What follows belongs to an exercise in optimizing a design on an open flow for a short achievable clock period and few clock cycles; a production flow would make more cautious choices. Function was checked by simulation only, so behaviour that the tests miss may differ from the original.

### run.sh
#!/bin/bash
# synth_recipe.tcl (not shown) runs the flow's synth.tcl, then flattens the netlist and writes it again
# the make line also repeats each setting of config.mk as NAME=value (left out here)
make -C /OpenROAD-flow-scripts/flow DESIGN_CONFIG=/design/flow/config.mk WORK_HOME=/design/flow/orfs CLKGATE_MAP_FILE= SYNTH_SCRIPT=/design/flow/synth_recipe.tcl finish
### config.mk
export PLATFORM = sky130hd
export DESIGN_NAME = vig_permcore
export DESIGN_NICKNAME = vig_permcore
export VERILOG_FILES = /design/flow/design.v
export SDC_FILE = /design/flow/constraint.sdc
export NUM_CORES = 8
export LEC_CHECK = 0
export CAP_MARGIN = 20
export CORE_MARGIN = 2
export CORE_UTILIZATION = 25
export PLACE_DENSITY = 0.45
export SLEW_MARGIN = 20
### constraint.sdc
create_clock -name core_clock -period 55.0 [get_ports {clk}]
set_input_delay 11.0000 -clock core_clock [delete_from_list [all_inputs] [get_ports {clk}]]
set_output_delay 11.0000 -clock core_clock [all_outputs]
set_load 0.01 [all_outputs]
### design.v
module vig_permcore (
    input  wire       clk,
    input  wire       rst,         
    input  wire       in_valid,
    input  wire [1:0] in_op,       
    input  wire [7:0] in_data,
    input  wire [7:0] in_key,
    output wire       in_ready,
    output reg        out_valid,
    output reg  [7:0] out_data,
    input  wire       out_ready,
    output reg        pvalid
);
    localparam OP_SEED      = 2'd0;
    localparam OP_SEED_LAST = 2'd1;
    localparam OP_ENC       = 2'd2;
    localparam OP_DEC       = 2'd3;
    localparam S_IDLE  = 3'd0;
    localparam S_INIT  = 3'd1;
    localparam S_DRAW1 = 3'd2;
    localparam S_DRAW2 = 3'd3;
    localparam S_INV   = 3'd4;
    reg  [2:0]    state;
    reg  [15:0]   h;           
    reg  [16:0]   s;           
    reg  [7:0]    b1;          
    reg  [7:0]    i;           
    reg  [7:0]    k;           
    reg  [2047:0] perm;        
    reg  [2047:0] iperm;       
    assign in_ready = (state == S_IDLE) && (!out_valid || out_ready);
    wire in_fire  = in_valid && in_ready && !rst;
    wire out_fire = out_valid && out_ready;
    wire [15:0] h_next = h * 16'd33 + {8'd0, in_data};
    wire [23:0] s_mul  = s * 24'd75 + 24'd74;
    wire [16:0] s_next = s_mul % 24'd65537;
    wire [15:0] v     = {b1, s_next[7:0]};
    wire [8:0]  bound = {1'b0, i} + 9'd1;
    wire [15:0] j16   = v % bound;
    wire [7:0]  j     = j16[7:0];
    wire [7:0] perm_i = perm[8*i +: 8];
    wire [7:0] perm_j = perm[8*j +: 8];
    wire [7:0] perm_k = perm[8*k +: 8];
    wire [7:0] enc_idx = in_data + in_key;
    wire [7:0] enc_val = perm[8*enc_idx +: 8];
    wire [7:0] dec_val = iperm[8*in_data +: 8] - in_key;
    integer e;
    always @(posedge clk) begin
        if (rst) begin
            state  <= S_IDLE;
            h      <= 16'd5381;
            s      <= 17'd0;
            b1     <= 8'd0;
            i      <= 8'd0;
            k      <= 8'd0;
            pvalid <= 1'b0;
        end else begin
            case (state)
                S_IDLE: begin
                    if (in_fire && in_op == OP_SEED) begin
                        h <= h_next;
                    end else if (in_fire && in_op == OP_SEED_LAST) begin
                        s     <= {1'b0, h_next};
                        h     <= 16'd5381;
                        state <= S_INIT;
                    end
                end
                S_INIT: begin
                    i     <= 8'd255;
                    state <= S_DRAW1;
                end
                S_DRAW1: begin
                    s     <= s_next;
                    b1    <= s_next[7:0];
                    state <= S_DRAW2;
                end
                S_DRAW2: begin
                    s <= s_next;
                    if (i == 8'd1) begin
                        k     <= 8'd0;
                        state <= S_INV;
                    end else begin
                        i     <= i - 8'd1;
                        state <= S_DRAW1;
                    end
                end
                S_INV: begin
                    k <= k + 8'd1;
                    if (k == 8'd255) begin
                        pvalid <= 1'b1;
                        state  <= S_IDLE;
                    end
                end
                default: state <= S_IDLE;
            endcase
        end
    end
    always @(posedge clk) begin
        if (!rst) begin
            if (state == S_INIT) begin
                for (e = 0; e < 256; e = e + 1)
                    perm[8*e +: 8] <= e[7:0];
            end else if (state == S_DRAW2) begin
                for (e = 0; e < 256; e = e + 1) begin
                    if (e[7:0] == i)
                        perm[8*e +: 8] <= perm_j;
                    else if (e[7:0] == j)
                        perm[8*e +: 8] <= perm_i;
                end
            end
        end
    end
    always @(posedge clk) begin
        if (!rst && state == S_INV) begin
            for (e = 0; e < 256; e = e + 1)
                if (e[7:0] == perm_k)
                    iperm[8*e +: 8] <= k;
        end
    end
    always @(posedge clk) begin
        if (rst) begin
            out_valid <= 1'b0;
            out_data  <= 8'd0;
        end else begin
            if (in_fire && in_op == OP_ENC) begin
                out_valid <= 1'b1;
                out_data  <= enc_val;
            end else if (in_fire && in_op == OP_DEC) begin
                out_valid <= 1'b1;
                out_data  <= dec_val;
            end else if (out_fire) begin
                out_valid <= 1'b0;
            end
        end
    end
endmodule
==> run notes <==
per-stage QoR:
| stage | worst slack (ns) | util | std cells | area [sq um] |
|---|---|---|---|---|
| after detailed placement | 6.971 | 0.2654 | 31765 | 273400 |
| after floorplan | 16.17 | - | 19454 | 257800 |
| after global placement | 7.063 | 0.2651 | 31757 | 273100 |
| after CTS | 6.839 | 0.2803 | 32641 | 288700 |
| final | 5.676 | 0.2813 | 32930 | 289700 |
| after global routing | 3.245 | 0.2808 | 32757 | 289300 |
routing by layer:
metal | up-vias | GRT usage
li1 | 78667 | -
met1 | 109241 | 0.2991
met2 | 18426 | 0.3504
met3 | 4294 | 0.1157
met4 | 110 | 0.1591
met5 | - | 0.02046
cells in the mapped netlist (all sizes together) (19+ instances only):
| cell type | number | area [sq um] |
|---|---|---|
| a221oi | 42 | 367.9 |
| o21bai | 22 | 165.2 |
| nor4 | 44 | 330.3 |
| nand3 | 403 | 2039 |
| nand2 | 1600 | 6026 |
| xnor2 | 85 | 759.5 |
| o211ai | 92 | 705.7 |
| ha | 254 | 3178 |
| nor2b | 69 | 431.7 |
| nor3 | 354 | 1788 |
| mux2i | 164 | 1645 |
| or2 | 36 | 225.2 |
| nand3b | 23 | 172.7 |
| o41ai | 131 | 1155 |
| a211oi | 360 | 2740 |
| mux4 | 2749 | 61910 |
| a21o | 45 | 337.8 |
| a311oi | 223 | 1959 |
| o21a | 206 | 1548 |
| dfxtp | 70 | 1401 |
| a211o | 20 | 175.2 |
| mux2 | 50 | 574.3 |
| a2111oi | 36 | 384.1 |
| and2 | 41 | 256.5 |
| or4 | 54 | 412.9 |
| o31ai | 264 | 1982 |
| nor4b | 19 | 187.7 |
| inv | 135 | 506.7 |
| o21ai | 1291 | 6484 |
| or3 | 40 | 255.2 |
| nand2b | 31 | 193.9 |
| and3 | 318 | 1989 |
| a32oi | 56 | 490.5 |
| fa | 34 | 680.7 |
| nor2 | 1025 | 3857 |
| o2111ai | 19 | 166.4 |
| a32o | 37 | 370.4 |
| xor2 | 50 | 445.4 |
| nand4 | 249 | 1570 |
| edfxtp | 4096 | 123000 |
| buf | 827 | 4542 |
| a31oi | 129 | 819.5 |
| a22oi | 747 | 5608 |
| clkbuf | 1308 | 4910 |
| a21oi | 1358 | 6804 |
logic make-up (layout without fill, tap and decap cells):
logic type      count (synthesis)  in the layout  share of synthesized area
compound gates               5267           5267                     0.1321
simple gates                 4363           4363                    0.07847
flops                        4166           4166                     0.4825
mux                          2963           2963                     0.2487
buf+inv                      2272           1780                    0.03865
fa+ha+maj                     288            288                    0.01497
xor+xnor                      135            135                   0.004673
other cells                     0            281                          0
critical path, delay by kind of cell (launching register included):
kind            cells  cell delay [ns]
fa+ha+maj          13             5.11
buf+inv            13             4.38
mux                 5             1.83
compound gates     84            18.37
xor+xnor            4             1.31
flops               1             0.64
simple gates       48            16.50
registers in the layout, indices dropped and copies added, names as in the netlist:
| name | count |
|---|---|
| b1 | 8 |
| h | 16 |
| i | 8 |
| iperm | 2048 |
| k | 8 |
| out_data | 8 |
| out_valid | 1 |
| perm | 2048 |
| pvalid | 1 |
| s | 17 |
| state | 3 |
layout make-up:
class / count / area [sq um]
diodes: 281 / 703.2
clock buffers: 570 / 12220
clock inverters: 306 / 3103
fillers: 104016 / 740300
inverters: 137 / 524.3
multi-input cells: 13016 / 125000
flip-flops and latches: 4166 / 124400
well taps: 13687 / 17130
repair buffers: 767 / 6554
worst paths after layout:
check                          start                      end  slack (ns)  cells after the start
setup / recovery   s[0]$_SDFFE_PP0P_  perm[801]$_SDFFCE_PP0P_        5.68                    167
setup reg to reg   s[0]$_SDFFE_PP0P_  perm[801]$_SDFFCE_PP0P_        5.68                    167
hold / removal    h[15]$_SDFFE_PP0P_       h[15]$_SDFFE_PP0P_        0.47                      2
hold reg to reg   h[15]$_SDFFE_PP0P_       h[15]$_SDFFE_PP0P_        0.47                      2
==> qor.txt <==
slowest stage cell, crit path -> nor3_1
gr usage total -> 0.2472
Clock Latency Late Sink -> 1.16 ns
initial antenna violation count -> 236
mapped cell area -> 0.2578 sq mm
period utilisation layout -> 0.8968
layout overhead on the synthesized area -> 12.35%
Worst Path Arrival -> 50.12 ns
ANT nets after route -> 0
DR pass1 iterations -> 13
final hold violation count -> 0
first-pass GRT wire length -> 1785000 microns
fmax -> 20.27 MHz
Hold Crit Class -> reg2reg
Initial Utilization -> 0.2503
CP Capture Type -> register
Setup CP Type -> reg2reg
CTS root buf -> clkbuf_16
Final nets -> 18871
gpl congestion -> 1.058
die width -> 1020 microns
Final Setup Violations -> 0
via count -> 210738
gr ovfl total -> 0
M1 wire length -> 481000 microns
most frequent cells in the layout -> edfxtp_1, mux4_2, nand2_1
uppermost routed layer -> met5
top_reg_cell synth -> edfxtp_1
postcts setup bufs -> 0
final WL -> 1343000 microns
cells after synthesis -> 19454
Routed wire per std cell -> 40.77 microns
Cell variety after synth -> 128
boundary pin count -> 33
setup TNS -> 0 ns
DR iter-0 viols -> 37024
sequential area share after synthesis -> 0.4825
clock slew seen by the registers of the worst setup and hold paths -> 0.07 ns
largest stage delay on the critical path -> 0.91 ns
Core Region -> 1.030 sq mm
final slew viol count -> 0
WL met2 -> 557600 microns
Rel. slew slack -> 0.04070
Chip Height -> 1020 microns
Setup Skew -> 0.2236 ns
Worst path most repeated cell -> o21a_1
Min Clock Period, post-route -> 49.32 ns
vias in the first global route -> 191738
RSZ-0062 raised after global routing -> no
status -> complete, no violations
WHS -> 0.4740 ns
Slew @ Worst Pin -> 1.439 ns
met3 wire len -> 196500 microns
PortBufs -> 32
Synth Register Bits -> 4166
most common cell after layout, fill and taps aside -> edfxtp_1
CTS sink cnt -> 4166
drc violations -> 0
Critical Path RT -> 55.79 ns
synth warn -> 1
Max Cap Violations -> 0
post_cts resized -> 0
syn avg cell area -> 13.25 sq um
CTS Buf Count -> 473
CP Launch Type -> register
DIE AREA -> 1.040 sq mm
EDFF count, synth -> 4096
layout cells sized above 1 -> 0.2421
CTS tree -> done
deepest clock path buffer count -> 4
share of synthesized registers carrying an async set or reset -> 0
H-tree depth -> 5
hold-fix buffers at CTS -> 0
hpwl dp -> 899500 microns
critical path peak fanout -> 74
vias per inst -> 6.400
largest net degree at the start of global routing -> 187
row count -> 373
Syn Nets -> 19764
Testbench counts, summed over its fixed seeds: cycles 52,277.

port drivers added, routing unchanged:
Ports are ideal in the flow. The routed layout listed here was re-timed in OpenROAD. Step 1, drivers: a clkbuf_16 drives clk and a buf_2 each remaining input, both assumed. Step 2, shift: input delay + t, output delay - t, t = (earliest + latest rising clock arrival at the registers) / 2. This alone moves slack from input paths to output paths. Three values: no drivers, after step 1, after step 2; two values: the first two.
t (ns): 1.205
slack for setup (ns): 5.676 / 5.676 / 5.676
hold slack, ns: 0.474 / 0.474 / 0.474
slew at the worst register clock pin (ns): 0.08 / 0.08
pins driven straight from the clock port: 1
After both steps setup and hold are still met in this run. For this run, drivers alone change the setup slack by 0.000 ns; drivers and shift together by 0.000 ns.
